Context: an optimization exercise on an open-source flow, tuned for small area, a short achievable clock period and few clock cycles. The choices shown serve that exercise and are no tape-out recipe.
Only simulation tests tie the RTL to the original design; equivalence was not proved.
Power figures rest on the tool's default switching activity, not on a simulated workload.

Setup of before:
Design mmu_pagewalker, start of the top module:
module mmu_pagewalker (
    input  wire        clk,
    input  wire        rst,
    input  wire        req_valid,
    output reg         req_ready,
    input  wire [1:0]  req_cmd,
    input  wire [15:0] req_wdata,
    input  wire [31:0] req_va,
    input  wire        req_user,
    input  wire        req_write,
    input  wire        req_fetch,
    input  wire        req_suppress,
    input  wire [3:0]  req_atype,
    output reg         rsp_valid,
    output reg  [1:0]  rsp_kind,
    output reg  [31:0] rsp_data,
    output reg         mem_valid,
    output reg         mem_we,
    output reg  [31:0] mem_addr,
    output wire [15:0] mem_wdata,
    input  wire        mem_ready,
    input  wire [31:0] mem_rdata
);
Settings: LEC_CHECK=0, CAP_MARGIN=20, CORE_MARGIN=2, CORE_UTILIZATION=65, CTS_CLUSTER_DIAMETER=120, CTS_CLUSTER_SIZE=20, PLACE_DENSITY=0.65, SETUP_SLACK_MARGIN=5, SLEW_MARGIN=20, TNS_END_PERCENT=0; clock period 7.0 ns.
standard.sh (not shown) runs the stock make flow with config.mk's settings and CLKGATE_MAP_FILE= SYNTH_SCRIPT=/design/flow/synth_recipe.tcl, a recipe that flattens the netlist after the stock synthesis.
==> flow/flow/run.sh <==
#!/bin/bash
# The standard layout (standard.sh, all steps), except that the ports are
# buffered with plain buf_1 cells instead of the delay cells buffer_ports picks
# by default. Make's full output goes to std_flow.log in this folder; the
# tools' own logs are under orfs/logs/.
set -euo pipefail
export BUFFER_PORTS_ARGS="-buffer_cell sky130_fd_sc_hd__buf_1"
bash standard.sh > std_flow.log 2>&1
before: all stages complete, timing, DRC and antenna checks passed
Testbench counts of before, summed over its fixed seeds: cycles 43,154.
Input-level comparison between after and before:
--- a/flow/design.v
+++ b/flow/design.v
@@ -263,18 +263,24 @@
                 rsp_valid <= 1'b1;
                 if (pe_vc)
                     pe <= PE_STATUS;
             end
         end
     end
     always @(posedge clk) begin
         if (snap)
             opv <= reg_rd;
+        else if (idle && pe == PE_AW_OPNDS) begin
+            if (!half)
+                opv <= {16'd0, req_wdata};
+            else
+                opv[31:16] <= req_wdata;
+        end
         if (tr9_p) begin
             pf1 <= pf0;
             pf0 <= t_va;
         end
         if (pend) begin
             case (quick)
             SEL_BPR0: begin bpr0_h <= opv[31:28]; bpr0_l <= opv[23:0]; end
             SEL_BPR1: begin bpr1_h <= opv[31:28]; bpr1_l <= opv[23:0]; end
             SEL_PF0:  pf0  <= opv[23:0];
@@ -291,37 +297,27 @@
             t_pm     <= {x_hi && x_wl, x_hi, x_hi || x_wl};
             t_asel   <= x_asel;
             t_sup    <= req_suppress;
             t_est    <= req_atype[2:0];
             lvl      <= 1'b0;
             mem_we   <= 1'b0;
             mem_addr <= {7'd0, x_asel ? ptb1_h : ptb0_h, x_asel ? ptb1_l : ptb0_l,
                          req_va[23:16], 2'b00};
         end
-        if (wr_now) begin
-            case (pe)
-            PE_AW_OPWORD: begin
-                subop  <= new_subop[1:0];
-                quick  <= new_quick;
-                two    <= new_size[1];
-                half   <= 1'b0;
-                hasres <= (new_subop == 4'd3) && !fault;
-            end
-            PE_AW_OPNDS: begin
-                if (!half)
-                    opv <= {16'd0, req_wdata};
-                else
-                    opv[31:16] <= req_wdata;
-                half <= 1'b1;
-            end
-            default: ;
-            endcase
+        if (idle && pe == PE_AW_OPWORD) begin
+            subop  <= new_subop[1:0];
+            quick  <= new_quick;
+            two    <= new_size[1];
+            half   <= 1'b0;
+            hasres <= (new_subop == 4'd3) && !fault;
         end
+        if (wr_now && pe == PE_AW_OPNDS)
+            half <= 1'b1;
         if (lmr_now) begin
             case (quick)
             SEL_PTB0: begin ptb0_h <= operand[31]; ptb0_l <= operand[23:10]; end
             SEL_PTB1: begin ptb1_h <= operand[31]; ptb1_l <= operand[23:10]; end
             default: ;
             endcase
         end
         if (rs_now) begin
             rsp_data[15:0] <= status_word;
Findings:
Final hold violation count came out exactly the same in before and after. Min number of cells on the worst hold path across before and after: after. Looking at worst-path cell with the longest stage delay, the sky130_fd_sc_hd__edfxtp_1 result is from after; the sky130_fd_sc_hd__dfxtp_2 one comes from before. Sort before and after by worst hold margin, ascending, and before comes first. after ended with less instance count of the mapped netlist than before. In the tables for before and after, share of power burned in combinational logic reads higher with after.
Testbench counts of after, summed over its fixed seeds: cycles 43,154.

-- static timing again, ports no longer ideal --
The results above use ideal ports. As a check the final layouts listed here were re-extracted and re-timed, cells and wires unchanged.
Step 1 assumes that a clkbuf_16 drives the clock port and a buf_2 every other input.
Step 2 also shifts input and output timing later by t, the mid clock arrival at the registers, as if the neighbouring blocks saw the same clock.
a / b / c = ideal / step 1 / step 2; a / b = the first two.
| run | t (ns) | setup WS [ns] | hold slack, ns | worst register clock-pin slew, ns | worst slew at a driven data input, ns |
|---|---|---|---|---|---|
| before | 0.583 | 4.470 / 4.421 / 3.947 | 0.461 / 0.461 / 0.461 | 0.09 / 0.09 | 0.06 |
| after | 0.603 | 4.401 / 4.370 / 3.901 | 0.466 / 0.466 / 0.466 | 0.10 / 0.10 | 0.07 |
After both steps every run listed still meets setup and hold. The setup slack of before, which loses most, moves by -0.049 ns with the drivers and by -0.523 ns with both steps.
